Source: an optimization exercise on an open RTL-to-GDS flow (aim: small area, a short achievable clock period and few clock cycles per item). Production flows keep margins and buffers that such runs may drop. The RTL was checked by simulation tests, not by an equivalence proof against the original design.

==> flow/design.v (outline; a module is shown in full before it is edited, if it fits) <==
// module sqr24: 498 lines
// module mul24: 1052 lines
// module mul24s: 1057 lines
// module fp_dnr: 24 lines
// module fp_sqr: 23 lines
// module fp_mulg: 49 lines
// module fp_mulnd: 38 lines
// module rca: 20 lines
// module rinc: 19 lines
// module finc: 27 lines
// module fp_addp: 47 lines
// module fp_addg: 64 lines
// module fp_oma: 61 lines
// module sqrt_pre: 24 lines
// module sqrt_row: 30 lines
// module bin_smooth: 159 lines
module bin_smooth #(
    parameter [25:0] CUT = 26'b10_0001_0000_0010_0000_0000_0000
) (
    input  wire        clk,
    input  wire        rst,
    input  wire        in_valid,
    output wire        in_ready,
    input  wire [31:0] in_xr,
    input  wire [31:0] in_xi,
    input  wire [31:0] in_state,
    input  wire [31:0] in_alpha,
    output reg         out_valid,
    input  wire        out_ready,
    output reg  [31:0] out_mag,
    output reg  [31:0] out_state
);
  // ...
==> flow/run.sh <==
#!/bin/bash
# synth_recipe.tcl (not shown) runs the flow's synth.tcl, then flattens the netlist and writes it again
# the make line also repeats each setting of config.mk as NAME=value (left out here)
make -C /OpenROAD-flow-scripts/flow DESIGN_CONFIG=/design/flow/config.mk WORK_HOME=/design/flow/orfs CLKGATE_MAP_FILE= SYNTH_SCRIPT=/design/flow/synth_recipe.tcl finish
==> flow/config.mk <==
export PLATFORM = sky130hd
export DESIGN_NAME = bin_smooth
export DESIGN_NICKNAME = bin_smooth
export VERILOG_FILES = /design/flow/design.v
export SDC_FILE = /design/flow/constraint.sdc
export NUM_CORES = 4
export LEC_CHECK = 0
export CAP_MARGIN = 20
export CORE_MARGIN = 2
export CORE_UTILIZATION = 65
export CTS_BUF_LIST = sky130_fd_sc_hd__clkbuf_8
export CTS_CLUSTER_SIZE = 30
export SETUP_SLACK_MARGIN = 5
export SLEW_MARGIN = 20
==> flow/constraint.sdc <==
create_clock -name core_clock -period 230.0 [get_ports {clk}]
set_input_delay 46.0000 -clock core_clock [delete_from_list [all_inputs] [get_ports {clk}]]
set_output_delay 46.0000 -clock core_clock [all_outputs]
set_load 0.01 [all_outputs]
==> report_table.html, run 1 <==
<table>
<tr><th>Metric</th><th>Value</th></tr>
<tr><th colspan="2">Floorplanning</th></tr>
<tr><td>Die Y</td><td>~420 um</td></tr>
<tr><td># rows</td><td>152</td></tr>
<tr><td>Initial Util</td><td>between 60% and 70%</td></tr>
<tr><th colspan="2">CTS</th></tr>
<tr><td>Post-cts sizing count</td><td>0</td></tr>
<tr><td>CTS tree</td><td>done</td></tr>
<tr><td>Clock-pin slew on the worst setup and hold paths</td><td>roughly 60 ps</td></tr>
<tr><td>Sink count of the clock tree</td><td>668</td></tr>
<tr><th colspan="2">STA</th></tr>
<tr><td>Slew of the pin with the lowest slew margin</td><td>around 1100 ps</td></tr>
<tr><td>Final worst slack</td><td>~180000 ps</td></tr>
<tr><td>Pins over their slew limit</td><td>0</td></tr>
<tr><th colspan="2">Logic synthesis</th></tr>
<tr><td>Post-synthesis share of cell area spent on and, or, nand and nor gates</td><td>17.30%</td></tr>
<tr><td>Area share of the leading cell type in the synthesized netlist</td><td>approximately a third</td></tr>
<tr><td>Async SR Flop Fraction</td><td>0%</td></tr>
<tr><td>Syn Inst Count</td><td>12190</td></tr>
<tr><td>Dominant combinational cell family by area after synthesis</td><td>adder cells</td></tr>
<tr><td>Top post-synthesis cells by area</td><td>sky130_fd_sc_hd__fa_1 33%, sky130_fd_sc_hd__edfxtp_1 18%, sky130_fd_sc_hd__inv_1 5.3%</td></tr>
<tr><td>Top cell types by occurrence after synthesis</td><td>1830 x sky130_fd_sc_hd__fa_1, 1603 x sky130_fd_sc_hd__inv_1, 1327 x sky130_fd_sc_hd__nand2_1</td></tr>
<tr><td>Arithmetic-cell share of the synthesized area counting full adders, half adders and majority gates</td><td>between 30% and 40%</td></tr>
<tr><td>Multiplexer share of the synthesized area</td><td>under 10%</td></tr>
<tr><td>Synthesized-area fraction occupied by ao, oa, aoi and oai cells</td><td>10.63%</td></tr>
<tr><th colspan="2">Layout</th></tr>
<tr><td># diodes</td><td>3</td></tr>
<tr><td>Nets</td><td>14520</td></tr>
<tr><td>Share of final layout cell area taken by clock buffers and inverters</td><td>~1.9%</td></tr>
<tr><td>Largest contributor to cell area by class</td><td>multi-input gates</td></tr>
<tr><td>FF+latch count</td><td>~670</td></tr>
<tr><td>Most common cell after layout, fill and taps aside</td><td>sky130_fd_sc_hd__fa_1</td></tr>
<tr><th colspan="2">Worst setup path</th></tr>
<tr><td>Master of the slowest instance on the critical path</td><td>sky130_fd_sc_hd__clkdlybuf4s50_1</td></tr>
<tr><td>List of cells traversed by the critical path</td><td>clkdlybuf4s50_1</td></tr>
<tr><td>Critical path's top delay family</td><td>buffers and inverters</td></tr>
<tr><th colspan="2">Global route</th></tr>
<tr><td>Maximum number of pins on one net before global-route repair</td><td>about 150</td></tr>
<tr><td>Global-route layer with the greatest usage</td><td>met2</td></tr>
<tr><th colspan="2">Route</th></tr>
<tr><td>Met1 layer wirelength in the final routing</td><td>~130000 um</td></tr>
<tr><td>Wire length on met3</td><td>approximately 38000 um</td></tr>
<tr><td>Number of DRC violations after detailed-routing iteration 0</td><td>9599</td></tr>
<tr><td>Via count</td><td>approximately 93000</td></tr>
<tr><td>Detail Route met2 WL</td><td>~150000 um</td></tr>
<tr><th colspan="2">Outcome</th></tr>
<tr><td>Outcome</td><td>complete, no violations</td></tr>
<tr><th colspan="2">Hold path</th></tr>
<tr><td>Hold crit path type</td><td>flip-flop to flip-flop</td></tr>
</table>
Testbench counts, summed over its fixed seeds: cycles 16,048, items 16,000.
==> inputs of run 2 (changes only) <==
==> flow/flow/run.sh (new file) <==
#!/bin/bash
set -euo pipefail
bash standard.sh place > flow_place.log 2>&1
openroad -no_init -exit flow/ports.tcl > flow_ports.log 2>&1
bash standard.sh finish > flow_finish.log 2>&1
==> flow/flow/ports.tcl (new file) <==
# Resize the port buffers in the placed design (3_place.odb) to buf_2.
set res orfs/results/sky130hd/bin_smooth/base
read_db $res/3_place.odb
set block [ord::get_db_block]
set master [[ord::get_db] findMaster sky130_fd_sc_hd__buf_2]
set n 0
foreach inst [$block getInsts] {
  set name [$inst getName]
  if {[regexp {^(input|output)[0-9]+$} $name] &&
      [[$inst getMaster] getName] eq "sky130_fd_sc_hd__clkdlybuf4s50_1"} {
    $inst swapMaster $master
    incr n
  }
}
puts "resized $n port buffers"

check_placement
write_db $res/3_place.odb
==> flow/standard.sh (new file) <==
#!/bin/bash
# synth_recipe.tcl (not shown) runs the flow's synth.tcl, then flattens the netlist and writes it again
# the make line also repeats each setting of config.mk as NAME=value (left out here)
make -C /OpenROAD-flow-scripts/flow DESIGN_CONFIG=/design/flow/config.mk WORK_HOME=/design/flow/orfs CLKGATE_MAP_FILE= SYNTH_SCRIPT=/design/flow/synth_recipe.tcl "${@:-finish}"
removed: flow/run.sh
==> report_table.html, run 2 <==
<table>
<tr><th>Metric</th><th>Value</th></tr>
<tr><th colspan="2">Outcome</th></tr>
<tr><td>Outcome</td><td>complete, no violations (unchanged)</td></tr>
<tr><th colspan="2">Hold path</th></tr>
<tr><td>Hold crit path type</td><td>flip-flop to flip-flop (unchanged)</td></tr>
<tr><td>Worst Min Path Start</td><td>it[13].cut.sq[60] (unchanged)</td></tr>
<tr><th colspan="2">Logic synthesis</th></tr>
<tr><td>Number of enable-type register cells in the synthesized netlist</td><td>660 (unchanged)</td></tr>
<tr><td>Count of synthesis-stage warnings from yosys</td><td>8 (unchanged)</td></tr>
<tr><td>Syn Inst Count</td><td>12190 (unchanged)</td></tr>
<tr><td>Area of the mapped netlist</td><td>112700 um2 (unchanged)</td></tr>
<tr><td>Area share of the leading cell type in the synthesized netlist</td><td>32.51% (unchanged)</td></tr>
<tr><td>Async SR Flop Fraction</td><td>0% (unchanged)</td></tr>
<tr><td>Per-instance average area after synthesis</td><td>9.247 um2 (unchanged)</td></tr>
<tr><td>Register area share after synthesis</td><td>17.73% (unchanged)</td></tr>
<tr><td>Number of register bits inferred by synthesis</td><td>668 (unchanged)</td></tr>
<tr><td>Top cell types by occurrence after synthesis</td><td>1830 x sky130_fd_sc_hd__fa_1, 1603 x sky130_fd_sc_hd__inv_1, 1327 x sky130_fd_sc_hd__nand2_1 (unchanged)</td></tr>
<tr><td>Leading area contributor after synthesis</td><td>sky130_fd_sc_hd__fa_1 (unchanged)</td></tr>
<tr><td>Distinct cell type count of the synthesized netlist</td><td>125 (unchanged)</td></tr>
<tr><td>Most used DFF post-synth</td><td>sky130_fd_sc_hd__edfxtp_1 (unchanged)</td></tr>
<tr><td>Top post-synthesis cells by area</td><td>sky130_fd_sc_hd__fa_1 33%, sky130_fd_sc_hd__edfxtp_1 18%, sky130_fd_sc_hd__inv_1 5.3% (unchanged)</td></tr>
<tr><td>Most frequent cell after synthesis</td><td>sky130_fd_sc_hd__fa_1 (unchanged)</td></tr>
<tr><th colspan="2">Global route</th></tr>
<tr><td>GRT Residual Overflow</td><td>0 (unchanged)</td></tr>
<tr><td>Vias in the first global route</td><td>96040 (was 95990)</td></tr>
<tr><td>Global-route wire length before repair</td><td>536700 um (was 536500 um)</td></tr>
<tr><td>Maximum number of pins on one net before global-route repair</td><td>153 (unchanged)</td></tr>
<tr><td>Overall Global Routing Usage</td><td>39.15% (was 39.14%)</td></tr>
<tr><td>Antenna violations before repair</td><td>8 (unchanged)</td></tr>
<tr><th colspan="2">Worst setup path</th></tr>
<tr><td>Origin of the critical flop-to-flop path</td><td>r_sum[23] (unchanged)</td></tr>
<tr><td>CP Capture Type</td><td>output port (unchanged)</td></tr>
<tr><td>Launch point of the worst path</td><td>out_mag[25] (unchanged)</td></tr>
<tr><td>Arr. time, crit path</td><td>1630 ps (was 2020 ps)</td></tr>
<tr><td>Critical path's top delay family</td><td>flip-flops (was buffers and inverters)</td></tr>
<tr><td>Master of the slowest instance on the critical path</td><td>sky130_fd_sc_hd__edfxtp_1 (was sky130_fd_sc_hd__clkdlybuf4s50_1)</td></tr>
<tr><td>Worst Path Class, Setup</td><td>flip-flop to output port (unchanged)</td></tr>
<tr><td>Worst Setup Start Kind</td><td>flip-flop (unchanged)</td></tr>
<tr><td>Required time at the endpoint of the critical path</td><td>184000 ps (about the same)</td></tr>
<tr><td>List of cells traversed by the critical path</td><td>buf_2 (was clkdlybuf4s50_1)</td></tr>
<tr><td>Sum of buffers and inverters on the critical path</td><td>1 (unchanged)</td></tr>
<tr><td>Maximum fanout along the worst path</td><td>1 (unchanged)</td></tr>
<tr><td>Peak per-stage delay on the critical path</td><td>520 ps (was 600 ps)</td></tr>
<tr><th colspan="2">STA</th></tr>
<tr><td>Peak Freq</td><td>21.00 MHz (was 20.83 MHz)</td></tr>
<tr><td>Post-route worst hold slack</td><td>361.9 ps (was 360.0 ps)</td></tr>
<tr><td>Hold violation count in the final report</td><td>0 (unchanged)</td></tr>
<tr><td>Clock tree skew after final layout</td><td>112.2 ps (was 112.7 ps)</td></tr>
<tr><td>Fin Setup TNS</td><td>0 ps (unchanged)</td></tr>
<tr><td>Setup violation total in the final timing report</td><td>0 (unchanged)</td></tr>
<tr><td>Crit path time final</td><td>47630 ps (was 48020 ps)</td></tr>
<tr><td>Slew of the pin with the lowest slew margin</td><td>1182 ps (was 1125 ps)</td></tr>
<tr><td>Max transition margin</td><td>20.45% (was 24.57%)</td></tr>
<tr><td>Pins over their slew limit</td><td>0 (unchanged)</td></tr>
<tr><td>Setup repair after global routing missed its margin</td><td>no (unchanged)</td></tr>
<tr><td>Period utilization</td><td>20.71% (was 20.88%)</td></tr>
<tr><th colspan="2">Route</th></tr>
<tr><td>Final routed wire length divided by cell count</td><td>23.44 um (was 23.42 um)</td></tr>
<tr><td>Initial DRT Pass Iterations</td><td>8 (was 9)</td></tr>
<tr><td>Average via count per standard cell</td><td>6.399 (was 6.409)</td></tr>
<tr><td>Number of DRC violations after detailed-routing iteration 0</td><td>9872 (was 9599)</td></tr>
<tr><td>Via count</td><td>92790 (was 92930)</td></tr>
<tr><td>DRC errors left</td><td>0 (unchanged)</td></tr>
<tr><td>Post-route ant nets</td><td>0 (unchanged)</td></tr>
<tr><td>WL final</td><td>340000 um (was 339600 um)</td></tr>
<tr><th colspan="2">CTS</th></tr>
<tr><td>Clock insertion delay at the later pin of the skew report</td><td>910 ps (was 920 ps)</td></tr>
<tr><td>Clock-pin slew on the worst setup and hold paths</td><td>60 ps (about the same)</td></tr>
<tr><td>Inserted Clock Buffers</td><td>112 (unchanged)</td></tr>
<tr><td>Number of H-tree branching levels</td><td>3 (unchanged)</td></tr>
<tr><td>Clock buffer depth</td><td>3 (unchanged)</td></tr>
<tr><td>CTS tree</td><td>done (unchanged)</td></tr>
<tr><td>Sink count of the clock tree</td><td>668 (unchanged)</td></tr>
<tr><td>Post-cts sizing count</td><td>0 (unchanged)</td></tr>
<tr><td># Post-CTS Setup Buffers</td><td>0 (unchanged)</td></tr>
<tr><td>CTS Hold Bufs</td><td>0 (unchanged)</td></tr>
<tr><td>Cell at the root of the clock tree</td><td>sky130_fd_sc_hd__clkbuf_8 (unchanged)</td></tr>
<tr><th colspan="2">Layout</th></tr>
<tr><td>Share of layout cells above drive strength 1</td><td>8.403% (was 6.811%)</td></tr>
<tr><td>Area occupied by multi-input gates</td><td>84230 um2 (unchanged)</td></tr>
<tr><td>Synthesis-to-finish area growth</td><td>5.137% (was 5.994%)</td></tr>
<tr><td>Final design utilization</td><td>68.91% (was 69.47%)</td></tr>
<tr><td>Largest register by flop count</td><td>it.cut.sq (unchanged)</td></tr>
<tr><td>Area taken by flip-flops and latches</td><td>19980 um2 (unchanged)</td></tr>
<tr><td>Max FFs per register</td><td>216 (unchanged)</td></tr>
<tr><td>Count of filler cells inserted in the layout</td><td>13420 (was 13250)</td></tr>
<tr><td>Design area</td><td>118500 um2 (was 119400 um2)</td></tr>
<tr><td>Nets</td><td>14520 (unchanged)</td></tr>
<tr><td>Most frequent cells in the layout</td><td>1829 x sky130_fd_sc_hd__fa_1, 1633 x sky130_fd_sc_hd__inv_1, 1327 x sky130_fd_sc_hd__nand2_1 (unchanged)</td></tr>
<tr><td>Most common cell after layout, fill and taps aside</td><td>sky130_fd_sc_hd__fa_1 (unchanged)</td></tr>
<tr><td>Registers with the most flip-flops</td><td>it.cut.sq (216), it.cut.qq (57), it.cut.rq (34) (unchanged)</td></tr>
<tr><th colspan="2">Placed design</th></tr>
<tr><td>I/O Buffers</td><td>194 (unchanged)</td></tr>
<tr><td>Cell area after placement</td><td>117200 um2 (unchanged)</td></tr>
<tr><td>Post-DP HPWL</td><td>254500 um (unchanged)</td></tr>
<tr><td>GP Congestion</td><td>0.9928 (unchanged)</td></tr>
<tr><th colspan="2">Floorplanning</th></tr>
<tr><td>Number of top-level pins</td><td>198 (unchanged)</td></tr>
<tr><td>Die Y</td><td>420.4 um (unchanged)</td></tr>
<tr><td>Floorplan die area</td><td>176700 um2 (unchanged)</td></tr>
<tr><td>Die boundary width</td><td>420.4 um (unchanged)</td></tr>
<tr><td>Area of the placeable core</td><td>171900 um2 (unchanged)</td></tr>
<tr><td>Initial Util</td><td>65.54% (unchanged)</td></tr>
<tr><td># rows</td><td>152 (unchanged)</td></tr>
<tr><th colspan="2">Flow run</th></tr>
<tr><td>Max cap viols</td><td>0 (unchanged)</td></tr>
</table>
run 2: cell type report:
type                    instances  area share [%]
multi-input cells            9224           71.10
repair buffers                452           2.479
well taps                    2310           2.440
flip-flops and latches        668           16.87
clock inverters                88          0.5545
clock buffers                 115           1.336
diodes                          5         0.01056
inverters                    1639           5.212
run 2: final timing paths:
check | endpoint | cells past startpoint | slack [ps]
setup / recovery | out_mag[25] | 1 | 182370
setup reg to reg | it[13].cut.rq[12] | 142 | 185630
hold reg to reg | it[20].cut.sq[60] | 0 | 360
hold / removal | it[20].cut.sq[60] | 0 | 360
run 2: worst register-to-register path: cells and delay by family, from the launching register on:
kind | cells | cell delay [ps]
AND/OR/NAND/NOR | 22 | 6130
buffers and inverters | 20 | 3640
flip-flops | 1 | 710
multiplexers | 10 | 2720
AO/OA/AOI/OAI | 22 | 4710
adder cells (fa/ha/maj) | 68 | 26190
run 2: layer usage:
layer	global-route usage [%]	up-vias	part of all wire, %	wire length (um)
li1	-	40400	-	-
met1	51.71	45500	38	129300
met2	60.71	5485	45	152300
met3	9.507	1407	11	38520
met4	19.33	6	5.8	19720
met5	0	-	0.012	41
run 2: cells by family (layout without fill, tap and decap cells):
| logic type | after synthesis | after routing | share of synthesized area, % |
|---|---|---|---|
| flip-flops | 668 | 668 | 17.73 |
| adder cells (fa/ha/maj) | 2307 | 2307 | 37.76 |
| buffers and inverters | 2294 | 2294 | 7.719 |
| AND/OR/NAND/NOR | 4168 | 4168 | 17.30 |
| multiplexers | 731 | 731 | 7.140 |
| XOR/XNOR | 217 | 217 | 1.716 |
| other | 1 | 7 | 0.003328 |
| AO/OA/AOI/OAI | 1799 | 1799 | 10.63 |
run 2: metrics by stage:
| stage | setup slack [ps] | std cells |
|---|---|---|
| finish | 182370 | 14500 |
| global route | 182350 | 14500 |
| CTS | 182300 | 14500 |
| detailed placement | 182270 | 14290 |
| global placement | 182310 | 14290 |
| floorplan | 182020 | 12190 |

-- afterwards: timing with drivers on the ports --
The results above use ideal ports. As a check the final layouts listed here were re-extracted and re-timed, cells and wires unchanged.
Step 1, drivers: a clkbuf_16 drives clk and a buf_2 each remaining input, both assumed.
Step 2 also shifts input and output timing later by t, the mid clock arrival at the registers, as if the neighbouring blocks saw the same clock.
Slacks: no drivers / after step 1 / after step 2; pairs: no drivers / after step 1.
| run | t (ns) | setup WS [ns] | hold slack, ns | cell pins on the clock port's net |
|---|---|---|---|---|
| run 1 | 0.953 | 181.981 / 181.888 / 182.193 | 0.360 / 0.360 / 0.360 | 1 |
| run 2 | 0.953 | 182.371 / 182.277 / 182.629 | 0.362 / 0.362 / 0.362 | 1 |
After both steps setup and hold are still met in every run listed.
